Context: an optimization exercise on an open-source flow, tuned for small area, a short achievable clock period and few clock cycles. The choices shown serve that exercise and are no tape-out recipe. The RTL was checked by simulation tests, not by an equivalence proof against the original design.

==> flow/design.v (outline; a module is shown in full before it is edited, if it fits) <==
// module bq_fp_mul: 92 lines
// module bq_booth_enc: 47 lines
// module bq_mul24: 948 lines
// module bq_fp_add: 103 lines
// module bq_core: 115 lines
module bq_core (
    input  wire         clk,
    input  wire         rst,
    input  wire         cmd_valid,
    output wire         cmd_ready,
    input  wire [1:0]   cmd_op,
    input  wire [31:0]  cmd_x,
    input  wire [159:0] cmd_coef,
    output reg          rsp_valid,
    output reg  [7:0]   rsp_status,
    output reg  [31:0]  rsp_y
);
  // ...
==> flow/flow/run.sh <==
#!/bin/bash
# The standard layout (standard synthesis, floorplan, placement, CTS,
# routing) with two changes in how it is made:
# - repair_timing is asked to keep a setup margin: the clock and the
#   constraints are the design's, the margin only makes the optimiser
#   work towards a shorter period than the constraint needs;
# - every input and output port still gets its buffer, but a buf_1 rather
#   than the delay buffer buffer_ports picks by default.
set -euo pipefail
bash standard.sh SETUP_SLACK_MARGIN=${MARGIN:-16} \
    "BUFFER_PORTS_ARGS=-buffer_cell sky130_fd_sc_hd__buf_1" finish > make_finish.log 2>&1
==> flow/standard.sh <==
#!/bin/bash
# synth_recipe.tcl (not shown) runs the flow's synth.tcl, then flattens the netlist and writes it again
# the make line also repeats each setting of config.mk as NAME=value (left out here)
make -C /OpenROAD-flow-scripts/flow DESIGN_CONFIG=/design/flow/config.mk WORK_HOME=/design/flow/orfs CLKGATE_MAP_FILE= SYNTH_SCRIPT=/design/flow/synth_recipe.tcl "${@:-finish}"
==> flow/config.mk <==
export PLATFORM = sky130hd
export DESIGN_NAME = bq_core
export DESIGN_NICKNAME = bq_core
export VERILOG_FILES = /design/flow/design.v
export SDC_FILE = /design/flow/constraint.sdc
export NUM_CORES = 4
export LEC_CHECK = 0
export ABC_AREA = 1
export CAP_MARGIN = 20
export CORE_MARGIN = 2
export CORE_UTILIZATION = 45
export CTS_BUF_LIST = sky130_fd_sc_hd__clkbuf_8
export SLEW_MARGIN = 20
export TNS_END_PERCENT = 5
==> flow/constraint.sdc <==
create_clock -name core_clock -period 24.0 [get_ports {clk}]
set_input_delay 4.8000 -clock core_clock [delete_from_list [all_inputs] [get_ports {clk}]]
set_output_delay 4.8000 -clock core_clock [all_outputs]
set_load 0.01 [all_outputs]
==> run summary, run 1 <==
Avg Inst Size Synth 6.55 um^2; Clock transition at path regs 0.07 ns; Fmax about 110 MHz; Met1 Routed Length about 100,000 um; crit path DAT roughly 9.5 ns; Initial Util around 45%; GR peak layer met2; Antenna Diode Count 4; top post-synthesis cells by area dfxtp_1, nand2_1, fa_1; register area roughly 8800 um^2; Synth Area in Adders 16.0%; most numerous cell in the Yosys netlist nand2_1; Data required, critical path between 20 and 25 ns; vias post-DR roughly 57,000; Top Family by Delay on Critical Path adder cells; die width 334 um; Worst-Skew Late Latency 0.74 ns; Synth-to-Final Area Change 19.5%; status complete, no violations; Die Ht around 330 um; Post-synth top cells nand2_1, inv_1, nor2_1; Buffers & Inverters on Critical Path 11; DP Area around 50,000 um^2; Remaining Overflow, GRT 0; Hold Path Stages 0; Max-cap violations 0; placed insts approximately 9,000; DR iter-0 viols 8,142; Final Wtd Congestion roughly 1.1; hold endpoint r1[2]
Testbench counts, summed over its fixed seeds: cycles 31,724.
==> run 2, diff against run 1 <==
--- a/flow/flow/run.sh
+++ b/flow/flow/run.sh
@@ -7,5 +7,5 @@
 # - every input and output port still gets its buffer, but a buf_1 rather
 #   than the delay buffer buffer_ports picks by default.
 set -euo pipefail
-bash standard.sh SETUP_SLACK_MARGIN=${MARGIN:-16} \
+bash standard.sh SETUP_SLACK_MARGIN=${MARGIN:-15} \
     "BUFFER_PORTS_ARGS=-buffer_cell sky130_fd_sc_hd__buf_1" finish > make_finish.log 2>&1
--- a/flow/config.mk
+++ b/flow/config.mk
@@ -9,6 +9,6 @@
 export CAP_MARGIN = 20
 export CORE_MARGIN = 2
 export CORE_UTILIZATION = 45
-export CTS_BUF_LIST = sky130_fd_sc_hd__clkbuf_8
+export PLACE_DENSITY = 0.7
 export SLEW_MARGIN = 20
 export TNS_END_PERCENT = 5
==> run summary, run 2 <==
post-route minimum period 8.96 ns (was 8.86 ns); share of cells above drive strength 1 11.4% (was 15.7%); antenna violations before repair 14 (was 11); commonest cells after routing, fill and taps aside nand2_1, inv_1, nor2_1, nand3_1, xor2_1 (unchanged); Root Driver clkbuf_16 (was clkbuf_8); Fin. Hold Viols 0 (unchanged); Post-Route WL 224,000 um (was 245,000 um); Worst Setup Path Type reg2reg (unchanged); Synth-to-Final Area Change 14.8% (was 19.5%); routed vias/inst 6.01 (was 6.10); Residual DRC 0 (unchanged); placed insts 8,945 (was 8,941); Seq cells post-synth 406 (unchanged); Initial Util 45.3% (unchanged); Core Region 109,000 um^2 (unchanged); CTS Buf Count 41 (was 74); CTS tree built (unchanged); clk buf depth 3 (unchanged); critical path endpoint category flip-flop (unchanged); vias post-DR 55,258 (was 56,855); drt pass-1 iters 10 (was 7); Reg2Reg Launch Point rsp_y[24] (was sy[2]); Final Wtd Congestion 1.04 (was 1.10); Avg Inst Size Synth 6.55 um^2 (unchanged); post-DP HPWL 172,000 um (was 187,000 um); HP Class reg2reg (unchanged); Yosys top cell by area dfxtp_1 (unchanged); Yosys top cell area share 13.9% (unchanged); crit path DAT 9.49 ns (was 9.52 ns); Startpoint Class flip-flop (unchanged); die width 334 um (unchanged); unrepaired setup endpoints after global routing yes (unchanged); register area 8810 um^2 (was 8830 um^2); Worst Setup SP rsp_y[24] (was sy[2]); synthesized area 49,100 um^2 (unchanged); htree depth 2 (was 3); Sink Count 406 (unchanged); Critical-path top delay cell fa_1 (unchanged); TNS Setup 0 ns (unchanged); first-pass GRT wire length 326,000 um (was 353,000 um); Die Ht 334 um (unchanged); most numerous cell in the Yosys netlist nand2_1 (unchanged); Clock transition at path regs 0.07 ns (about the same); # rows 121 (unchanged); crit-path max FO 6 (was 5); Multi-input gate area 36,700 um^2 (was 37,800 um^2); Worst-Skew Late Latency 0.61 ns (was 0.74 ns); R2R Path End m0[22] (unchanged); die area 112,000 um^2 (unchanged); Final Skew 0.0256 ns (was 0.0449 ns); Pins Over Slew Limit 0 (unchanged); DR WL/cell 24.3 um (was 26.3 um); Cells after Synth 7,507 (unchanged); Max-cap violations 0 (unchanged); Post-synth EDFFs 64 (unchanged); Seq/Total Area, Yosys 17.8% (unchanged); Fmax 112 MHz (was 113 MHz); setup slack after layout 15.04 ns (was 15.14 ns); DR iter-0 viols 7,873 (was 8,142); period utilisation layout 37.4% (was 36.9%); number of global-route vias before repair 51,100 (was 52,509); fillcell total 10,936 (was 10,983); slowest stage delay, CP 0.55 ns (was 0.59 ns); most frequent CP cell nand2_1; Worst slew margin 20.7% (was 16.4%); yosys warns 3 (unchanged); Post-synth top cells nand2_1, inv_1, nor2_1 (unchanged); final setup vio count 0 (unchanged); fin nets 8,413 (was 8,523); Post-DRT Antenna Nets 0 (unchanged); Post-synth ARST share 0% (unchanged); I/O pin count 239 (unchanged); top post-synthesis cells by area dfxtp_1, nand2_1, fa_1 (unchanged); Top FF cell, synth dfxtp_1 (unchanged); reg2reg setup slack 15.04 ns (was 15.14 ns); Netlist cell types 81 (unchanged); Post-Layout Cell Count 9,188 (was 9,322); largest net degree at the start of global routing 65 (unchanged); Setup crit end m0[22] (unchanged); status complete, no violations (unchanged); Port Buf Inserts 232 (unchanged); Data required, critical path 24.52 ns (was 24.65 ns); commonest non-fill, non-tap cell in the layout nand2_1 (unchanged); worst-margin pin slew 1.19 ns (was 1.25 ns); Remaining Overflow, GRT 0 (unchanged); Setup WS pre-CTS 12.24 ns (was 12.74 ns); GRT Total Usage 38.4% (was 42.4%); R2R cell count 47 (was 49); Hold Path Stages 0 (unchanged)
[run 2: how the worst min path moves through the flow]
stage,from,to,slack (ns)
final,r2[26],r1[26],0.31
after global routing,r3[6],r2[6],0.32
after CTS,r2[26],r1[26],0.32
after detailed placement,r2[14],r1[14],0.31
after global placement,r2[9],r1[9],0.31
after floorplan,r1[31],r0[31],0.31
[run 2: cell families (layout without fill, tap and decap cells)]
| logic type | after synthesis | after routing | share of synthesized area [%] |
|---|---|---|---|
| AO/OA/AOI/OAI | 1409 | 1410 | 16.8 |
| XOR/XNOR | 461 | 461 | 8.26 |
| adder cells (fa/ha/maj) | 481 | 481 | 16.0 |
| buffers and inverters | 1468 | 1713 | 11.7 |
| flip-flops | 406 | 406 | 17.8 |
| multiplexers | 45 | 45 | 0.940 |
| other | 1 | 11 | 0.00763 |
| AND/OR/NAND/NOR | 3236 | 3247 | 28.4 |
[run 2: area by class of cell]
class | instances | area share, %
clock inverter | 17 | 0.264
clock buffer | 59 | 2.21
timing repair buffer | 500 | 5.92
multi-input combinational | 5650 | 65.1
timing repair inverter | 2 | 0.0222
sequential | 406 | 15.6
tap | 1414 | 3.14
antenna | 5 | 0.0222
inverter | 1135 | 7.69
[run 2: what timing repair did]
item	CTS	global route
gates resized for setup	294	294
setup buffers	64	74
endpoints found under the setup margin	127	124
cloned	15	9
pin swaps	36	72
hold buffers	0	0
[run 2: worst max-delay path: cells and delay by family (launching register included)]
family	cells	cell delay [ns]
buf+inv	9	0.84
compound gates	8	1.41
xor+xnor	1	0.17
simple gates	22	2.77
flops	1	0.53
fa+ha+maj	7	3.10
[run 2: layer usage]
layer  vias to the layer above  track usage, %  wire (um)
met5                         -               0         99
met4                        18            12.6       8510
met3                       543            11.6      30200
met2                      3417            54.1      88800
met1                     26257            55.3      95900
li1                      25023               -          -
[run 2: through the flow]
| step | instance area (um^2) | hold slack (ns) | utilization (%) |
|---|---|---|---|
| final | 56400 | 0.311 | 52.0 |
| after global routing | 56400 | 0.320 | 51.9 |
| after floorplan | 49200 | 0.310 | - |
| after global placement | 51300 | 0.310 | 47.2 |
| after CTS | 54500 | 0.321 | 50.2 |
| after detailed placement | 51300 | 0.312 | 47.3 |
==> run 3, diff against run 2 <==
--- a/flow/config.mk
+++ b/flow/config.mk
@@ -9,6 +9,6 @@
 export CAP_MARGIN = 20
 export CORE_MARGIN = 2
 export CORE_UTILIZATION = 45
-export PLACE_DENSITY = 0.7
+export PLACE_DENSITY = 0.64
 export SLEW_MARGIN = 20
 export TNS_END_PERCENT = 5
==> run summary, run 3 <==
status complete, no violations (unchanged); Fin. Hold Viols 0 (unchanged); Seq/Total Area, Yosys 17.8% (unchanged); Fmax 112 MHz (about the same); # rows 121 (unchanged); largest net degree at the start of global routing 69 (was 65); Final Skew 0.0255 ns (was 0.0256 ns); most frequent CP cell nand2_1 (unchanged); setup slack after layout 15.08 ns (was 15.04 ns); drt pass-1 iters 8 (was 10); TNS Setup 0 ns (unchanged); commonest cells after routing, fill and taps aside nand2_1, inv_1, nor2_1, nand3_1, xor2_1 (unchanged); die area 112,000 um^2 (unchanged); Hold Path Stages 0 (unchanged); htree depth 2 (unchanged); I/O pin count 239 (unchanged); R2R cell count 47 (unchanged); Initial Util 45.3% (unchanged); DR iter-0 viols 7,647 (was 7,873); Port Buf Inserts 232 (unchanged); Netlist cell types 81 (unchanged); fin nets 8,405 (was 8,413); Setup WS pre-CTS 12.39 ns (was 12.24 ns); synthesized area 49,100 um^2 (unchanged); Avg Inst Size Synth 6.55 um^2 (unchanged); HP Class reg2reg (unchanged); number of global-route vias before repair 50,672 (was 51,100); Seq cells post-synth 406 (unchanged); Cells after Synth 7,507 (unchanged); reg2reg setup slack 15.08 ns (was 15.04 ns); Max-cap violations 0 (unchanged); crit-path max FO 41 (was 6); CTS tree built (unchanged); GRT Total Usage 38.6% (was 38.4%); CTS Buf Count 44 (was 41); hold endpoint r1[23] (was r1[26]); Core Region 109,000 um^2 (unchanged); top post-synthesis cells by area dfxtp_1, nand2_1, fa_1 (unchanged); Worst slew margin 14.1% (was 20.7%); Synth-to-Final Area Change 14.9% (was 14.8%); Die Ht 334 um (unchanged); Hold Crit Start r2[23] (was r2[26]); DR WL/cell 24.4 um (was 24.3 um); Worst-Skew Late Latency 0.61 ns (about the same); Reg2Reg Launch Point s2[14] (was rsp_y[24]); Sink Count 406 (unchanged); share of cells above drive strength 1 12.0% (was 11.4%); Clock transition at path regs 0.07 ns (about the same); Critical-path top delay cell o21ai_0 (was fa_1); Startpoint Class flip-flop (unchanged); yosys warns 3 (unchanged); most numerous cell in the Yosys netlist nand2_1 (unchanged); post-DP HPWL 173,000 um (was 172,000 um); vias post-DR 54,974 (was 55,258); final setup vio count 0 (unchanged); Final Wtd Congestion 1.09 (was 1.04); Top Family by Delay on Critical Path simple AND/OR/NAND/NOR gates (was adder cells); Yosys top cell by area dfxtp_1 (unchanged); commonest non-fill, non-tap cell in the layout nand2_1 (unchanged); unrepaired setup endpoints after global routing yes (unchanged); Post-synth EDFFs 64 (unchanged); worst-margin pin slew 1.28 ns (was 1.19 ns); critical path endpoint category flip-flop (unchanged); Post-synth top cells nand2_1, inv_1, nor2_1 (unchanged); period utilisation layout 37.2% (was 37.4%); Pins Over Slew Limit 0 (unchanged); clk buf depth 3 (unchanged); R2R Path End rsp_y[29] (was m0[22]); fillcell total 10,987 (was 10,936); Post-synth ARST share 0% (unchanged); placed insts 8,923 (was 8,945); Buffers & Inverters on Critical Path 8 (was 9); Post-Layout Cell Count 9,183 (was 9,188); Top FF cell, synth dfxtp_1 (unchanged); die width 334 um (unchanged); Worst Setup Path Type reg2reg (unchanged); crit path DAT 9.24 ns (was 9.49 ns); Post-DRT Antenna Nets 0 (unchanged); slowest stage delay, CP 0.99 ns (was 0.55 ns); Yosys top cell area share 13.9% (unchanged); first-pass GRT wire length 327,000 um (was 326,000 um); post-route minimum period 8.92 ns (was 8.96 ns); Data required, critical path 24.32 ns (was 24.52 ns); Residual DRC 0 (unchanged); antenna violations before repair 10 (was 14); Post-Route WL 224,000 um (about the same); Remaining Overflow, GRT 0 (unchanged); routed vias/inst 5.99 (was 6.01); Root Driver clkbuf_16 (unchanged)
[run 3: changes by cell type in the layout (fill, tap and decap cells not counted), moves of 6 or more]
cell	before	now
nand2_1	1550	1522
inv_2	31	43
nand2_2	52	81
nor2_1	633	625
buf_4	226	217
nand3_2	20	26
xor2_1	391	397
inv_1	1078	1065
o21ai_0	364	358
mux2i_2	11	20
mux2i_1	19	12
[run 3: cell type report]
cell class,instances,area (um^2),area share (%)
multi-input combinational,5647,36700,65.0
sequential,406,8810,15.6
inverter,1135,4320,7.66
timing repair buffer,492,3320,5.88
tap,1414,1770,3.13
clock buffer,62,1330,2.36
clock inverter,20,171,0.304
timing repair inverter,2,12.5,0.0222
antenna,5,12.5,0.0222
[run 3: worst max path at each step]
stage	slack [ns]	end	from	cells after the start
CTS	14.97	m0[24]	sy[0]	46
global placement	12.57	rsp_y[8]	ss2[3]	59
floorplan	15.13	m0[24]	sy[2]	44
detailed placement	12.39	rsp_y[8]	ss2[3]	59
finish	15.08	rsp_y[29]	s2[14]	47
global route	14.70	rsp_y[16]	ss1[3]	60
[run 3: layer usage]
metal / wire (um) / GRT usage (%) / part of all wire (%) / vias up
li1: - / - / - / 24996
met2: 89100 / 54.3 / 40 / 3181
met1: 96300 / 55.9 / 43 / 26223
met3: 28100 / 10.0 / 13 / 572
met5: 13 / 0 / 0.0058 / -
met4: 10400 / 14.8 / 4.6 / 2
[run 3: cells by family (layout without fill, tap and decap cells)]
group                    after synthesis  after routing  synth area share [%]
buffers and inverters               1468           1711                  11.7
other                                  1             11               0.00763
AND/OR/NAND/NOR                     3236           3244                  28.4
multiplexers                          45             45                 0.940
AO/OA/AOI/OAI                       1409           1410                  16.8
flip-flops                           406            406                  17.8
adder cells (fa/ha/maj)              481            481                  16.0
XOR/XNOR                             461            461                  8.26
[run 3: stage by stage]
stage          utilization [%]  cell area [um^2]  hold slack, ns
5_1_grt                   52.0             56500           0.328
3_5_place_dp              47.1             51100           0.312
6_report                  52.0             56500           0.325
4_1_cts                   50.1             54400           0.324
3_3_place_gp              47.1             51100           0.310
2_1_floorplan                -             49200           0.310
[run 3: worst reg2reg max path: cells and delay by family, from the launching register on]
kind                       cells  cell delay (ns)
buffers and inverters          8             1.14
and+or+nand+nor               25             3.01
DFF                            1             0.39
adders and majority gates      4             1.44
xor gates and xnor gates       2             0.27
AOI/OAI and AO/OA              8             2.36
[run 3: what timing repair did]
| item | CTS | global route |
|---|---|---|
| buffers inserted | 61 | 93 |
| setup endpoints to repair | 124 | 124 |
| gates cloned | 14 | 5 |
| resized for setup | 291 | 356 |
| hold buffers | 0 | 0 |
| pin swaps | 30 | 89 |
==> run 4, diff against run 3 <==
--- a/flow/config.mk
+++ b/flow/config.mk
@@ -9,6 +9,6 @@
 export CAP_MARGIN = 20
 export CORE_MARGIN = 2
 export CORE_UTILIZATION = 45
-export PLACE_DENSITY = 0.64
+export PLACE_DENSITY = 0.8
 export SLEW_MARGIN = 20
 export TNS_END_PERCENT = 5
==> run summary, run 4 <==
status complete, no violations (unchanged); die width 334 um (unchanged); Post-synth ARST share 0% (unchanged); Fin. Hold Viols 0 (unchanged); drt pass-1 iters 7 (was 8); top post-synthesis cells by area dfxtp_1, nand2_1, fa_1 (unchanged); most numerous cell in the Yosys netlist nand2_1 (unchanged); commonest cells after routing, fill and taps aside nand2_1, inv_1, nor2_1, nand3_1, xor2_1 (unchanged); crit path DAT 9.37 ns (was 9.24 ns); slowest stage delay, CP 0.61 ns (was 0.99 ns); I/O pin count 239 (unchanged); Remaining Overflow, GRT 0 (unchanged); Seq cells post-synth 406 (unchanged); worst hold slack 0.322 ns (was 0.325 ns); vias post-DR 56,036 (was 54,974); final setup vio count 0 (unchanged); # rows 121 (unchanged); commonest non-fill, non-tap cell in the layout nand2_1 (unchanged); Data required, critical path 24.45 ns (was 24.32 ns); fillcell total 10,908 (was 10,987); Residual DRC 0 (unchanged); Port Buf Inserts 232 (unchanged); critical path endpoint category flip-flop (unchanged); Yosys top cell by area dfxtp_1 (unchanged); Worst-Skew Late Latency 0.61 ns (about the same); Max-cap violations 0 (unchanged); fin nets 8,409 (was 8,405); post-DP HPWL 174,000 um (was 173,000 um); Clock transition at path regs 0.07 ns (about the same); Sink Count 406 (unchanged); HP Class reg2reg (unchanged); unrepaired setup endpoints after global routing yes (unchanged); most frequent CP cell nand2_2 (was nand2_1); Post-synth EDFFs 64 (unchanged); Avg Inst Size Synth 6.55 um^2 (unchanged); Die Ht 334 um (unchanged); routed vias/inst 6.10 (was 5.99); yosys warns 3 (unchanged); Top FF cell, synth dfxtp_1 (unchanged); CTS tree built (unchanged); DR iter-0 viols 7,967 (was 7,647); period utilisation layout 37.1% (was 37.2%); TNS Setup 0 ns (unchanged); htree depth 2 (unchanged); Synth-to-Final Area Change 14.8% (was 14.9%); Post-DRT Antenna Nets 0 (unchanged); clk buf depth 3 (unchanged); Final Wtd Congestion 1.10 (was 1.09); worst-margin pin slew 1.09 ns (was 1.28 ns); synthesized area 49,100 um^2 (unchanged); Cells after Synth 7,507 (unchanged); die area 112,000 um^2 (unchanged); Root Driver clkbuf_16 (unchanged); Post-synth top cells nand2_1, inv_1, nor2_1 (unchanged); post-route minimum period 8.91 ns (was 8.92 ns); DR WL/cell 24.8 um (was 24.4 um); Pins Over Slew Limit 0 (unchanged); number of global-route vias before repair 52,357 (was 50,672); Worst slew margin 26.6% (was 14.1%); Worst Setup Path Type reg2reg (unchanged); Critical-path top delay cell fa_1 (was o21ai_0); first-pass GRT wire length 329,000 um (was 327,000 um); Final Skew 0.0453 ns (was 0.0255 ns); Post-Route WL 227,000 um (was 224,000 um); Initial Util 45.3% (unchanged); GRT Total Usage 38.8% (was 38.6%); Core Region 109,000 um^2 (unchanged); Fmax 112 MHz (about the same); share of cells above drive strength 1 11.9% (was 12.0%); Netlist cell types 81 (unchanged); largest net degree at the start of global routing 69 (unchanged); Startpoint Class flip-flop (unchanged); Yosys top cell area share 13.9% (unchanged); crit-path max FO 28 (was 41); CTS Buf Count 43 (was 44); antenna violations before repair 7 (was 10); Seq/Total Area, Yosys 17.8% (unchanged)
[run 4: what timing repair did]
| item | in CTS | in global routing |
|---|---|---|
| cloned | 10 | 8 |
| setup buffers | 47 | 115 |
| pin swaps | 40 | 132 |
| gates resized for setup | 260 | 398 |
| hold buffers | 0 | 0 |
| hold endpoints to repair | 0 | 0 |
| endpoints found under the setup margin | 127 | 124 |
[run 4: routing by layer]
metal | vias up | share of wire [%] | global-route usage (%)
li1 | 24999 | - | -
met1 | 26124 | 37 | 48.1
met2 | 3883 | 43 | 60.5
met3 | 1024 | 11 | 8.67
met4 | 6 | 8.4 | 25.2
met5 | - | 0.041 | 0
[run 4: critical path: cells and delay by family (launching register included)]
family | cells | cell delay [ns]
and+or+nand+nor | 20 | 2.67
xor gates and xnor gates | 2 | 0.47
buffers and inverters | 9 | 1.07
DFF | 1 | 0.54
adders and majority gates | 7 | 3.31
AOI/OAI and AO/OA | 6 | 0.67
[run 4: logic make-up after synthesis]
logic type	count (synthesis)	share of synthesized area (%)
buffers and inverters	1468	11.7
AND/OR/NAND/NOR	3236	28.4
flip-flops	406	17.8
XOR/XNOR	461	8.26
AO/OA/AOI/OAI	1409	16.8
multiplexers	45	0.940
adder cells (fa/ha/maj)	481	16.0
other	1	0.00763
[run 4: final timing paths]
path	startpoint	endpoint	slack, ns	cells after the start
max	x[22]	m0[28]	15.09	44
max reg2reg	x[22]	m0[28]	15.09	44
min reg2reg	r3[7]	r2[7]	0.32	0
min	r3[7]	r2[7]	0.32	0
[run 4: layout make-up]
class / count / area [um^2] / area share, %
Tap cell: 1414 / 1770 / 3.14
Timing Repair Buffer: 496 / 3300 / 5.84
Timing Repair inverter: 2 / 12.5 / 0.0222
Clock inverter: 22 / 241 / 0.428
Sequential cell: 406 / 8810 / 15.6
Inverter: 1135 / 4370 / 7.74
Multi-Input combinational cell: 5648 / 36700 / 65.1
Antenna cell: 5 / 12.5 / 0.0222
Clock buffer: 56 / 1210 / 2.14
[run 4: stage by stage]
stage	std cells	util [%]	instance area (um^2)	setup slack, ns
final	9184	52.0	56400	15.09
after global routing	9181	52.0	56400	14.85
after CTS	9055	49.7	53900	14.92
after detailed placement	8920	47.1	51100	12.09
after global placement	8920	47.1	51100	11.94
after floorplan	7512	-	49200	15.13
==> run 5, diff against run 4 <==
--- a/flow/config.mk
+++ b/flow/config.mk
@@ -8,7 +8,7 @@
 export ABC_AREA = 1
 export CAP_MARGIN = 20
 export CORE_MARGIN = 2
-export CORE_UTILIZATION = 45
-export PLACE_DENSITY = 0.8
+export CORE_UTILIZATION = 50
+export PLACE_DENSITY = 0.75
 export SLEW_MARGIN = 20
 export TNS_END_PERCENT = 5
==> run summary, run 5 <==
Data required, critical path 24.48 ns (was 24.45 ns); post-DP HPWL 168,000 um (was 174,000 um); Fmax 111 MHz (was 112 MHz); Pins Over Slew Limit 0 (unchanged); fin nets 8,417 (was 8,409); antenna violations before repair 9 (was 7); Seq cells post-synth 406 (unchanged); slowest stage delay, CP 0.56 ns (was 0.61 ns); Clock transition at path regs 0.06 ns (was 0.07 ns); first-pass GRT wire length 319,000 um (was 329,000 um); Worst-Skew Late Latency 0.61 ns (about the same); period utilisation layout 37.4% (was 37.1%); number of global-route vias before repair 51,645 (was 52,357); Startpoint Class flip-flop (unchanged); share of cells above drive strength 1 12.3% (was 11.9%); Core Region 97,000 um^2 (was 109,000 um^2); fillcell total 9,416 (was 10,908); most numerous cell in the Yosys netlist nand2_1 (unchanged); Root Driver clkbuf_16 (unchanged); Synth-to-Final Area Change 14.7% (was 14.8%); TNS Setup 0 ns (unchanged); Yosys top cell by area dfxtp_1 (unchanged); Die Ht 317 um (was 334 um); Initial Util 50.7% (was 45.3%); synthesized area 49,100 um^2 (unchanged); Worst Setup Path Type reg2reg (unchanged); CTS tree built (unchanged); CTS Buf Count 39 (was 43); Final Skew 0.0408 ns (was 0.0453 ns); drt pass-1 iters 10 (was 7); Setup WS pre-CTS 12.08 ns (was 12.09 ns); setup slack after layout 15.03 ns (was 15.09 ns); Top FF cell, synth dfxtp_1 (unchanged); Remaining Overflow, GRT 0 (unchanged); Port Buf Inserts 232 (unchanged); Cells after Synth 7,507 (unchanged); crit path DAT 9.45 ns (was 9.37 ns); die area 101,000 um^2 (was 112,000 um^2); Sink Count 406 (unchanged); most frequent CP cell nand2_1 (was nand2_2); routed vias/inst 6.15 (was 6.10); Post-DRT Antenna Nets 0 (unchanged); crit-path max FO 7 (was 28); Seq/Total Area, Yosys 17.8% (unchanged); HP Class reg2reg (unchanged); GRT Total Usage 41.0% (was 38.8%); Post-Route WL 220,000 um (was 227,000 um); Fin. Hold Viols 0 (unchanged); DR iter-0 viols 7,456 (was 7,967); yosys warns 3 (unchanged); commonest non-fill, non-tap cell in the layout nand2_1 (unchanged); vias post-DR 55,625 (was 56,036); Residual DRC 0 (unchanged); Final Util 58.1% (was 52.0%); Post-synth EDFFs 64 (unchanged); Max-cap violations 0 (unchanged); clk buf depth 3 (unchanged); Netlist cell types 81 (unchanged); die width 317 um (was 334 um); htree depth 2 (unchanged); DR WL/cell 24.3 um (was 24.8 um); Final Wtd Congestion 1.07 (was 1.10); commonest cells after routing, fill and taps aside nand2_1, inv_1, nor2_1, nand3_1, xor2_1 (unchanged); largest net degree at the start of global routing 64 (was 69); critical path endpoint category flip-flop (unchanged); Avg Inst Size Synth 6.55 um^2 (unchanged); Yosys top cell area share 13.9% (unchanged); status complete, no violations (unchanged); final setup vio count 0 (unchanged); Post-synth top cells nand2_1, inv_1, nor2_1 (unchanged); Post-synth ARST share 0% (unchanged); post-route minimum period 8.97 ns (was 8.91 ns); worst-margin pin slew 1.33 ns (was 1.09 ns); # rows 114 (was 121); unrepaired setup endpoints after global routing yes (unchanged); Critical-path top delay cell fa_1 (unchanged); I/O pin count 239 (unchanged); top post-synthesis cells by area dfxtp_1, nand2_1, fa_1 (unchanged); Worst slew margin 11.6% (was 26.6%)
## run 5: cell counts after synthesis
No cell type changed its count.
## run 5: worst max-delay path: cells and delay by family, from the launching register on
kind / cells / cell delay, ns
AOI/OAI and AO/OA: 5 / 1.05
buffers and inverters: 12 / 1.46
xor gates and xnor gates: 2 / 0.47
adders and majority gates: 6 / 2.81
muxes: 1 / 0.37
DFF: 1 / 0.37
and+or+nand+nor: 18 / 2.30
## run 5: per-stage QoR
stage               std cells  hold WS, ns  instance area, um^2
global placement         8777        0.310                50900
detailed placement       8777        0.312                50900
floorplan                7512        0.310                49200
global route             9047        0.327                56400
finish                   9049        0.311                56400
CTS                      8907        0.311                53500
## run 5: area by class of cell
class                   count  area (um^2)  share of cell area (%)
multi-input cells        5647        36900                    65.4
flip-flops and latches    406         8810                    15.6
inverters                1135         4340                    7.69
repair buffers            508         3390                    6.01
well taps                1276         1600                    2.83
clock buffers              57         1160                    2.07
clock inverters            14          168                   0.297
repair inverters            3         17.5                  0.0311
diodes                      3         7.51                  0.0133
## run 5: kinds of logic (layout without fill, tap and decap cells)
group,after synthesis,after routing,share of synthesized area [%]
and+or+nand+nor,3236,3244,28.4
buffers and inverters,1468,1717,11.7
AOI/OAI and AO/OA,1409,1410,16.8
adders and majority gates,481,481,16.0
xor gates and xnor gates,461,461,8.26
DFF,406,406,17.8
muxes,45,45,0.940
other,1,9,0.00763
## run 5: routing by layer
layer | up-vias | routed length [um] | global-route usage (%) | share of wire (%)
li1 | 25016 | - | - | -
met1 | 25862 | 82600 | 51.8 | 38
met2 | 3799 | 94900 | 64.1 | 43
met3 | 942 | 25000 | 8.83 | 11
met4 | 6 | 17600 | 25.2 | 8.0
met5 | - | 36 | 0 | 0.016
## run 5: path summary, 6_finish.rpt
path | start | endpoint | depth (start not counted) | slack (ns)
hold / removal | r2[20] | r1[20] | 0 | 0.31
setup reg to reg | sy[3] | m0[18] | 44 | 15.03
setup / recovery | sy[3] | m0[18] | 44 | 15.03
hold reg to reg | r2[20] | r1[20] | 0 | 0.31
## run 5: repair_timing
| action | CTS | global route |
|---|---|---|
| pin swaps | 26 | 134 |
| buffers inserted | 49 | 127 |
| resized for setup | 229 | 470 |
| hold buffers | 0 | 0 |
| cloned | 10 | 12 |
| endpoints found under the setup margin | 127 | 127 |

## what the ideal ports hide
Ports are ideal in the flow. The routed layouts listed here were re-timed in OpenROAD. Step 1 (the two cells are an assumption about what drives the block):
set clk [get_ports {clk}]
set_driving_cell -lib_cell sky130_fd_sc_hd__clkbuf_16 $clk
set_driving_cell -lib_cell sky130_fd_sc_hd__buf_2 [delete_from_list [all_inputs] $clk]
Step 2 times the ports against the registers' clock, not the clock port: input delays grow and output delays shrink by t, the midpoint of the rising clock arrivals with the driver on. a / b / c = ideal ports / drivers / drivers and shift; a / b = the first two.
| run | t, ns | setup WS [ns] | worst setup path at the end | slew at the worst register clock pin (ns) |
|---|---|---|---|---|
| run 1 | 0.786 | 15.136 / 15.136 / 15.136 | register to register | 0.08 / 0.08 |
| run 2 | 0.665 | 15.036 / 15.036 / 15.036 | register to register | 0.08 / 0.08 |
| run 3 | 0.666 | 15.081 / 15.081 / 15.081 | register to register | 0.07 / 0.07 |
| run 4 | 0.664 | 15.087 / 15.087 / 15.087 | register to register | 0.07 / 0.07 |
| run 5 | 0.655 | 15.026 / 15.026 / 15.026 | register to register | 0.08 / 0.08 |
After both steps every run listed still meets setup and hold.
